What follows belongs to an exercise in optimizing a design on an open flow for small area, a short achievable clock period and few clock cycles; a production flow would make more cautious choices. At most, simulation tests tie the RTL to the original design; equivalence was not proved.

==> inputs of job 5216 <==
## sbcore
module sbcore #(
    parameter [31:0] UART_BASE     = 32'h4000_C000,
    parameter [11:0] UART_DR_OFF   = 12'h000,
    parameter [11:0] UART_FR_OFF   = 12'h018,
    parameter [11:0] UART_IBRD_OFF = 12'h024,
    parameter [11:0] UART_FBRD_OFF = 12'h028,
    parameter [11:0] UART_LCR_OFF  = 12'h02C,
    parameter [11:0] UART_CR_OFF   = 12'h030,
    parameter integer FR_TXFF_BIT  = 5,
    parameter integer FR_RXFE_BIT  = 4
) (
    input  wire        clk,
    input  wire        rst,
    input  wire        host_we,
    input  wire [7:0]  host_addr,
    input  wire [31:0] host_wdata,
    output reg  [31:0] host_rdata,
    output reg         i2c_req,
    output reg  [2:0]  i2c_op,
    output reg  [7:0]  i2c_wdata,
    output reg         i2c_last,
    input  wire        i2c_ack,
    input  wire        i2c_nack,
    input  wire [7:0]  i2c_rdata,
    output reg         spi_req,
    output reg  [1:0]  spi_op,
    output reg  [7:0]  spi_wdata,
    input  wire        spi_ack,
    input  wire [7:0]  spi_rdata,
    output reg         uart_req,
    output reg         uart_we,
    output reg  [31:0] uart_addr,
    output reg  [31:0] uart_wdata,
    input  wire        uart_ack,
    input  wire [31:0] uart_rdata
);
clock: 10.0 ns
lec_check: 0
abc_area: 1
cap_margin: 20
core_margin: 2
core_utilization: 40
place_density: 0.6
slew_margin: 20
run.sh (not shown) runs the stock make flow with config.mk's settings and CLKGATE_MAP_FILE= SYNTH_SCRIPT=/design/flow/synth_recipe.tcl, a recipe that flattens the netlist after the stock synthesis.
==> job 1187: changes against job 5216 <==
--- a/flow/design.v
+++ b/flow/design.v
@@ -136,17 +136,16 @@
     reg [15:0] ch0, ch1, ch2, ch3, ch4, ch5;
     reg [7:0]  rxbuf [0:15];
     reg [4:0]  phase;
     reg [3:0]  idx;         
     reg        fault;       
     reg [28:0] d_rem;
     reg [23:0] d_quo;
     reg [3:0]  d_cnt;
-    reg        d_fresh;     
     wire [7:0]  p_mask  = poll_cfg[7:0];
     wire [7:0]  p_match = poll_cfg[15:8];
     wire [15:0] p_max   = poll_cfg[31:16];
     wire [4:0]  t_op  = poll_txn[4:0];
     wire        txn_ok = legal(poll_txn) && (poll_txn[28:24] == 5'd1) &&
                          ((t_op == OP_SPI_RD) || (t_op == OP_SPI_CMDR) ||
                           (t_op == OP_UART_RD) ||
                           ((t_op == OP_I2C_RD) && (i2c_dev != 7'd0)));
@@ -158,29 +157,29 @@
     wire [7:0]  x_a8  = in_poll ? poll_txn[15:8] : cur[15:8];
     wire [3:0]  x_lm1 = in_poll ? 4'd0 : (cur[27:24] - 4'd1);   
     wire        x_last = (idx == x_lm1);
     wire [7:0]  c_d8  = cur[23:16];
     wire [1:0]  ph_port = phase[4:3];
     wire [2:0]  ph_step = phase[2:0];
     wire        ack = (ph_port == 2'd1) ? i2c_ack :
                       (ph_port == 2'd2) ? spi_ack : uart_ack;
-    wire [28:0] dv_r0 = d_fresh ? {17'd0, clk_hz[31:20]} : d_rem;
-    wire [23:0] dv_q0 = d_fresh ? {clk_hz[19:0], 4'd0} : d_quo;
+    wire [28:0] dv_r0 = d_rem;
+    wire [23:0] dv_q0 = d_quo;
     wire [29:0] dv_t1 = {dv_r0, dv_q0[23]};
     wire [30:0] dv_d1 = {1'b0, dv_t1} - {2'd0, baud[28:0]};
     wire        dv_g1 = !dv_d1[30];
     wire [28:0] dv_r1 = dv_g1 ? dv_d1[28:0] : dv_t1[28:0];
     wire [29:0] dv_t2 = {dv_r1, dv_q0[22]};
     wire [30:0] dv_d2 = {1'b0, dv_t2} - {2'd0, baud[28:0]};
     wire        dv_g2 = !dv_d2[30];
     wire [28:0] dv_r2 = dv_g2 ? dv_d2[28:0] : dv_t2[28:0];
     wire [23:0] dv_q2 = {dv_q0[21:0], dv_g1, dv_g2};
     wire        dv_done = (d_cnt == 4'd12);
-    wire        dv_step = d_fresh || !dv_done;
+    wire        dv_step = !dv_done;
     wire [21:0] dv_y    = d_quo[23:2];
     wire        dv_rb   = d_quo[1];
     wire        n_small = (dv_y[21:6] == 16'd0) && !((dv_y[5:0] == 6'h3F) && dv_rb);
     wire        n_big   = (dv_y[21:6] == 16'hFFFF) && (dv_rb || (dv_y[5:0] != 6'd0));
     wire        div_ovf = (baud[28:12] == 17'd0) && (clk_hz[31:20] >= baud[11:0]);
     wire        div_ok  = !div_ovf && !n_small && !n_big;
     wire [21:0] div_n   = dv_y + {21'd0, dv_rb};
     wire        baud_bad = (baud == 32'd0) || (baud[31:29] != 3'd0);
@@ -306,17 +305,17 @@
                     if (!txn_ok)             n_code = R_INV_CFG;
                     else if (p_max == 16'd0) n_code = R_TIMEOUT;
                     else                     n_phase = txn_first(t_op);
                 end
                 default: ;
             endcase
         end
     end
-    wire [3:0]  w_k   = w[11:8];
+    wire [3:0]  w_k   = cur[11:8];
     wire [2:0]  k_oj  = w_k[3:1];
     wire [2:0]  k_ej  = w_k[3:1] + {2'd0, w_k[0]};
     wire [7:0]  k_o   = rxbuf[{k_oj, 1'b1}];
     wire [7:0]  k_e   = rxbuf[{k_ej, 1'b0}];
     wire [15:0] k_pair = w_k[0] ? {k_o, k_e} : {k_e, k_o};
     wire        is_rd   = (phase == PH_U_DRR) || (phase == PH_I_READ) || (phase == PH_S_RDATA);
     wire        rx_we   = busy && is_rd && ack;
     wire [7:0]  rx_byte = (ph_port == 2'd3) ? uart_rdata[7:0] :
@@ -425,32 +424,33 @@
         maddr    <= upd(cfg_w && wa == 6'h03, w, {16'd0, maddr});
         clk_hz   <= upd(cfg_w && wa == 6'h04, w, clk_hz);
         baud     <= upd(cfg_w && wa == 6'h05, w, baud);
         uart_lcr <= upd(cfg_w && wa == 6'h07, w, uart_lcr);
         uart_cr  <= upd(cfg_w && wa == 6'h08, w, uart_cr);
         poll_cfg <= upd(cfg_w && wa == 6'h09, w, poll_cfg);
         poll_txn <= upd(cfg_w && wa == 6'h0A, w, poll_txn);
     end
+    wire        d_cw = cfg_w && (wa == 6'h04);
+    wire        d_bw = cfg_w && (wa == 6'h05);
+    wire        d_run  = !d_cw && !d_bw && dv_step;
+    wire        d_hold = !d_cw && !d_bw && !dv_step;
     wire        div_commit = busy && (phase == PH_U_DIV) && dv_done && div_ok;
     always @(posedge clk) begin
         {ibrd, fbrd} <= upd(div_commit, {10'd0, div_n}, {10'd0, ibrd, fbrd});
-        {d_rem, d_quo[23:21]} <= upd(dv_step, {dv_r2, dv_q2[23:21]}, {d_rem, d_quo[23:21]});
-        d_quo[20:0] <= upd(dv_step, dv_q2[20:0], d_quo[20:0]);
-        if (rst) begin
-            d_cnt <= 4'd0;
-            d_fresh <= 1'b0;
-        end else begin
-            d_fresh <= cfg_w && (wa == 6'h04 || wa == 6'h05);
-            if (d_fresh)      d_cnt <= 4'd1;
-            else if (dv_step) d_cnt <= d_cnt + 4'd1;
-        end
+        {d_rem, d_quo} <= ({53{d_cw && nrst}} & {17'd0, w[31:20], w[19:0], 4'd0}) |
+                          ({53{d_bw && nrst}} & {17'd0, clk_hz[31:20], clk_hz[19:0], 4'd0}) |
+                          ({53{d_run && nrst}} & {dv_r2, dv_q2}) |
+                          ({53{d_hold && nrst}} & {d_rem, d_quo});
+        if (rst || d_cw || d_bw) d_cnt <= 4'd0;
+        else if (dv_step)        d_cnt <= d_cnt + 4'd1;
     end
-    wire        asm_ld = acc && w_lg && (w_op == OP_ASM16) && (w[15:8] <= 8'd14);
-    wire        smp_ld = acc && w_lg && (w_op == OP_ASM_SMP);
+    wire        q_ok   = busy && (phase == PH_QUICK) && (result == R_OK);
+    wire        asm_ld = q_ok && (cur[4:0] == OP_ASM16);
+    wire        smp_ld = q_ok && (cur[4:0] == OP_ASM_SMP);
     always @(posedge clk) begin
         asmv <= upd(asm_ld, k_pair, asmv);
         {ch1, ch0} <= upd(smp_ld, {rxbuf[2],  rxbuf[3],  rxbuf[0],  rxbuf[1]},  {ch1, ch0});
         {ch3, ch2} <= upd(smp_ld, {rxbuf[8],  rxbuf[9],  rxbuf[4],  rxbuf[5]},  {ch3, ch2});
         {ch5, ch4} <= upd(smp_ld, {rxbuf[12], rxbuf[13], rxbuf[10], rxbuf[11]}, {ch5, ch4});
     end
     integer i;
     always @(posedge clk) begin
==> flow/config.mk (replaced) <==
export PLATFORM = sky130hd
export DESIGN_NAME = sbcore
export DESIGN_NICKNAME = sbcore
export VERILOG_FILES = /design/flow/design.v
export SDC_FILE = /design/flow/constraint.sdc
export NUM_CORES = 4
export LEC_CHECK = 0
export ABC_AREA = 1
export CAP_MARGIN = 20
export CORE_MARGIN = 2
export CORE_UTILIZATION = 55
export CTS_BUF_LIST = sky130_fd_sc_hd__clkbuf_16
export CTS_CLUSTER_DIAMETER = 60
export CTS_CLUSTER_SIZE = 16
export PLACE_DENSITY = 0.7
export SETUP_SLACK_MARGIN = 4.5
export SLEW_MARGIN = 20
==> job 8860: changes against job 5216 <==
--- a/flow/design.v
+++ b/flow/design.v
@@ -136,17 +136,16 @@
     reg [15:0] ch0, ch1, ch2, ch3, ch4, ch5;
     reg [7:0]  rxbuf [0:15];
     reg [4:0]  phase;
     reg [3:0]  idx;         
     reg        fault;       
     reg [28:0] d_rem;
     reg [23:0] d_quo;
     reg [3:0]  d_cnt;
-    reg        d_fresh;     
     wire [7:0]  p_mask  = poll_cfg[7:0];
     wire [7:0]  p_match = poll_cfg[15:8];
     wire [15:0] p_max   = poll_cfg[31:16];
     wire [4:0]  t_op  = poll_txn[4:0];
     wire        txn_ok = legal(poll_txn) && (poll_txn[28:24] == 5'd1) &&
                          ((t_op == OP_SPI_RD) || (t_op == OP_SPI_CMDR) ||
                           (t_op == OP_UART_RD) ||
                           ((t_op == OP_I2C_RD) && (i2c_dev != 7'd0)));
@@ -158,29 +157,29 @@
     wire [7:0]  x_a8  = in_poll ? poll_txn[15:8] : cur[15:8];
     wire [3:0]  x_lm1 = in_poll ? 4'd0 : (cur[27:24] - 4'd1);   
     wire        x_last = (idx == x_lm1);
     wire [7:0]  c_d8  = cur[23:16];
     wire [1:0]  ph_port = phase[4:3];
     wire [2:0]  ph_step = phase[2:0];
     wire        ack = (ph_port == 2'd1) ? i2c_ack :
                       (ph_port == 2'd2) ? spi_ack : uart_ack;
-    wire [28:0] dv_r0 = d_fresh ? {17'd0, clk_hz[31:20]} : d_rem;
-    wire [23:0] dv_q0 = d_fresh ? {clk_hz[19:0], 4'd0} : d_quo;
+    wire [28:0] dv_r0 = d_rem;
+    wire [23:0] dv_q0 = d_quo;
     wire [29:0] dv_t1 = {dv_r0, dv_q0[23]};
     wire [30:0] dv_d1 = {1'b0, dv_t1} - {2'd0, baud[28:0]};
     wire        dv_g1 = !dv_d1[30];
     wire [28:0] dv_r1 = dv_g1 ? dv_d1[28:0] : dv_t1[28:0];
     wire [29:0] dv_t2 = {dv_r1, dv_q0[22]};
     wire [30:0] dv_d2 = {1'b0, dv_t2} - {2'd0, baud[28:0]};
     wire        dv_g2 = !dv_d2[30];
     wire [28:0] dv_r2 = dv_g2 ? dv_d2[28:0] : dv_t2[28:0];
     wire [23:0] dv_q2 = {dv_q0[21:0], dv_g1, dv_g2};
     wire        dv_done = (d_cnt == 4'd12);
-    wire        dv_step = d_fresh || !dv_done;
+    wire        dv_step = !dv_done;
     wire [21:0] dv_y    = d_quo[23:2];
     wire        dv_rb   = d_quo[1];
     wire        n_small = (dv_y[21:6] == 16'd0) && !((dv_y[5:0] == 6'h3F) && dv_rb);
     wire        n_big   = (dv_y[21:6] == 16'hFFFF) && (dv_rb || (dv_y[5:0] != 6'd0));
     wire        div_ovf = (baud[28:12] == 17'd0) && (clk_hz[31:20] >= baud[11:0]);
     wire        div_ok  = !div_ovf && !n_small && !n_big;
     wire [21:0] div_n   = dv_y + {21'd0, dv_rb};
     wire        baud_bad = (baud == 32'd0) || (baud[31:29] != 3'd0);
@@ -306,17 +305,17 @@
                     if (!txn_ok)             n_code = R_INV_CFG;
                     else if (p_max == 16'd0) n_code = R_TIMEOUT;
                     else                     n_phase = txn_first(t_op);
                 end
                 default: ;
             endcase
         end
     end
-    wire [3:0]  w_k   = w[11:8];
+    wire [3:0]  w_k   = cur[11:8];
     wire [2:0]  k_oj  = w_k[3:1];
     wire [2:0]  k_ej  = w_k[3:1] + {2'd0, w_k[0]};
     wire [7:0]  k_o   = rxbuf[{k_oj, 1'b1}];
     wire [7:0]  k_e   = rxbuf[{k_ej, 1'b0}];
     wire [15:0] k_pair = w_k[0] ? {k_o, k_e} : {k_e, k_o};
     wire        is_rd   = (phase == PH_U_DRR) || (phase == PH_I_READ) || (phase == PH_S_RDATA);
     wire        rx_we   = busy && is_rd && ack;
     wire [7:0]  rx_byte = (ph_port == 2'd3) ? uart_rdata[7:0] :
@@ -425,32 +424,33 @@
         maddr    <= upd(cfg_w && wa == 6'h03, w, {16'd0, maddr});
         clk_hz   <= upd(cfg_w && wa == 6'h04, w, clk_hz);
         baud     <= upd(cfg_w && wa == 6'h05, w, baud);
         uart_lcr <= upd(cfg_w && wa == 6'h07, w, uart_lcr);
         uart_cr  <= upd(cfg_w && wa == 6'h08, w, uart_cr);
         poll_cfg <= upd(cfg_w && wa == 6'h09, w, poll_cfg);
         poll_txn <= upd(cfg_w && wa == 6'h0A, w, poll_txn);
     end
+    wire        d_cw = cfg_w && (wa == 6'h04);
+    wire        d_bw = cfg_w && (wa == 6'h05);
+    wire        d_run  = !d_cw && !d_bw && dv_step;
+    wire        d_hold = !d_cw && !d_bw && !dv_step;
     wire        div_commit = busy && (phase == PH_U_DIV) && dv_done && div_ok;
     always @(posedge clk) begin
         {ibrd, fbrd} <= upd(div_commit, {10'd0, div_n}, {10'd0, ibrd, fbrd});
-        {d_rem, d_quo[23:21]} <= upd(dv_step, {dv_r2, dv_q2[23:21]}, {d_rem, d_quo[23:21]});
-        d_quo[20:0] <= upd(dv_step, dv_q2[20:0], d_quo[20:0]);
-        if (rst) begin
-            d_cnt <= 4'd0;
-            d_fresh <= 1'b0;
-        end else begin
-            d_fresh <= cfg_w && (wa == 6'h04 || wa == 6'h05);
-            if (d_fresh)      d_cnt <= 4'd1;
-            else if (dv_step) d_cnt <= d_cnt + 4'd1;
-        end
+        {d_rem, d_quo} <= ({53{d_cw && nrst}} & {17'd0, w[31:20], w[19:0], 4'd0}) |
+                          ({53{d_bw && nrst}} & {17'd0, clk_hz[31:20], clk_hz[19:0], 4'd0}) |
+                          ({53{d_run && nrst}} & {dv_r2, dv_q2}) |
+                          ({53{d_hold && nrst}} & {d_rem, d_quo});
+        if (rst || d_cw || d_bw) d_cnt <= 4'd0;
+        else if (dv_step)        d_cnt <= d_cnt + 4'd1;
     end
-    wire        asm_ld = acc && w_lg && (w_op == OP_ASM16) && (w[15:8] <= 8'd14);
-    wire        smp_ld = acc && w_lg && (w_op == OP_ASM_SMP);
+    wire        q_ok   = busy && (phase == PH_QUICK) && (result == R_OK);
+    wire        asm_ld = q_ok && (cur[4:0] == OP_ASM16);
+    wire        smp_ld = q_ok && (cur[4:0] == OP_ASM_SMP);
     always @(posedge clk) begin
         asmv <= upd(asm_ld, k_pair, asmv);
         {ch1, ch0} <= upd(smp_ld, {rxbuf[2],  rxbuf[3],  rxbuf[0],  rxbuf[1]},  {ch1, ch0});
         {ch3, ch2} <= upd(smp_ld, {rxbuf[8],  rxbuf[9],  rxbuf[4],  rxbuf[5]},  {ch3, ch2});
         {ch5, ch4} <= upd(smp_ld, {rxbuf[12], rxbuf[13], rxbuf[10], rxbuf[11]}, {ch5, ch4});
     end
     integer i;
     always @(posedge clk) begin
==> flow/config.mk (replaced) <==
export PLATFORM = sky130hd
export DESIGN_NAME = sbcore
export DESIGN_NICKNAME = sbcore
export VERILOG_FILES = /design/flow/design.v
export SDC_FILE = /design/flow/constraint.sdc
export NUM_CORES = 4
export LEC_CHECK = 0
export ABC_AREA = 1
export CAP_MARGIN = 20
export CORE_MARGIN = 2
export CORE_UTILIZATION = 55
export PLACE_DENSITY = 0.7
export SETUP_SLACK_MARGIN = 4.5
export SLEW_MARGIN = 20
==> impl_metrics.toml <==
[status]
status = "complete, no violations"

[place]
dpl-instance-area_sq_um = 36100

[worst_setup_path]
worst_ep_arrival_time_ps = 6270

[clock_network]
h-tree-depth = 3
clock_sinks = 612

[routing]
avgViaCountPerCell = 6.14

[die]
die_h_um = 293

[synthesis]
muxShareOfSynthArea_pct = 0.0299
synthSimpleGateAreaFrac_pct = 20.3

[power]
pg_comb_w = 0.00373
clock_power_w = 0.00269

[timing]
clock_skew_ps = 40.7
-- figures above: job 5216

==> impl_metrics.toml <==
[status]
status = "complete, no violations"

[timing]
relSlewSlack_pct = 22.3
setup_viol = 0
clock_skew_ps = 29.4

[synthesis]
synthSimpleGateAreaFrac_pct = 21.4
muxShareOfSynthArea_pct = 0

[power]
pg_comb_w = 0.00365

[clock_network]
clock_sinks = 611
h-tree-depth = 3

[place]
dpl-instance-area_sq_um = 35600

[worst_setup_path]
worst_ep_arrival_time_ps = 3940
cp-start-kind = "primary input"

[routing]
avgViaCountPerCell = 6.82
-- figures above: job 8860

==> impl_metrics.toml <==
[place]
dpl-instance-area_sq_um = 35600

[power]
pg_comb_w = 0.00368

[clock_network]
clock_sinks = 611

[timing]
clock_skew_ps = 32.0

[status]
status = "complete, no violations"

[die]
die_h_um = 250
-- figures above: job 1187

Testbench counts of job 1187, summed over its fixed seeds: cycles 9,436.
Testbench counts of job 8860, summed over its fixed seeds: cycles 9,436.
Only the layout flow was run in job 5216; the RTL was not checked for function there.

-- re-timing with driven ports --
No port has a modelled driver above. Below, the same layouts with a new extraction and two added sets of constraints.
Step 1, drivers: a clkbuf_16 drives clk and a buf_2 each remaining input, both assumed.
Step 2 times the ports against the registers' clock, not the clock port: input delays grow and output delays shrink by t, the midpoint of the rising clock arrivals with the driver on.
a / b / c = ideal ports / drivers / drivers and shift; a / b = the first two.
run | t, ns | slack for setup (ns) | worst setup path at the end
job 5216 | 0.690 | 1.729 / 1.695 / 1.695 | input to output
job 1187 | 0.739 | 4.021 / 3.969 / 3.969 | input to output
job 8860 | 0.720 | 4.064 / 4.019 / 4.019 | input to output
After both steps setup and hold are still met in every run listed. For job 1187, which loses most, drivers alone change the setup slack by -0.052 ns; drivers and shift together by -0.052 ns.
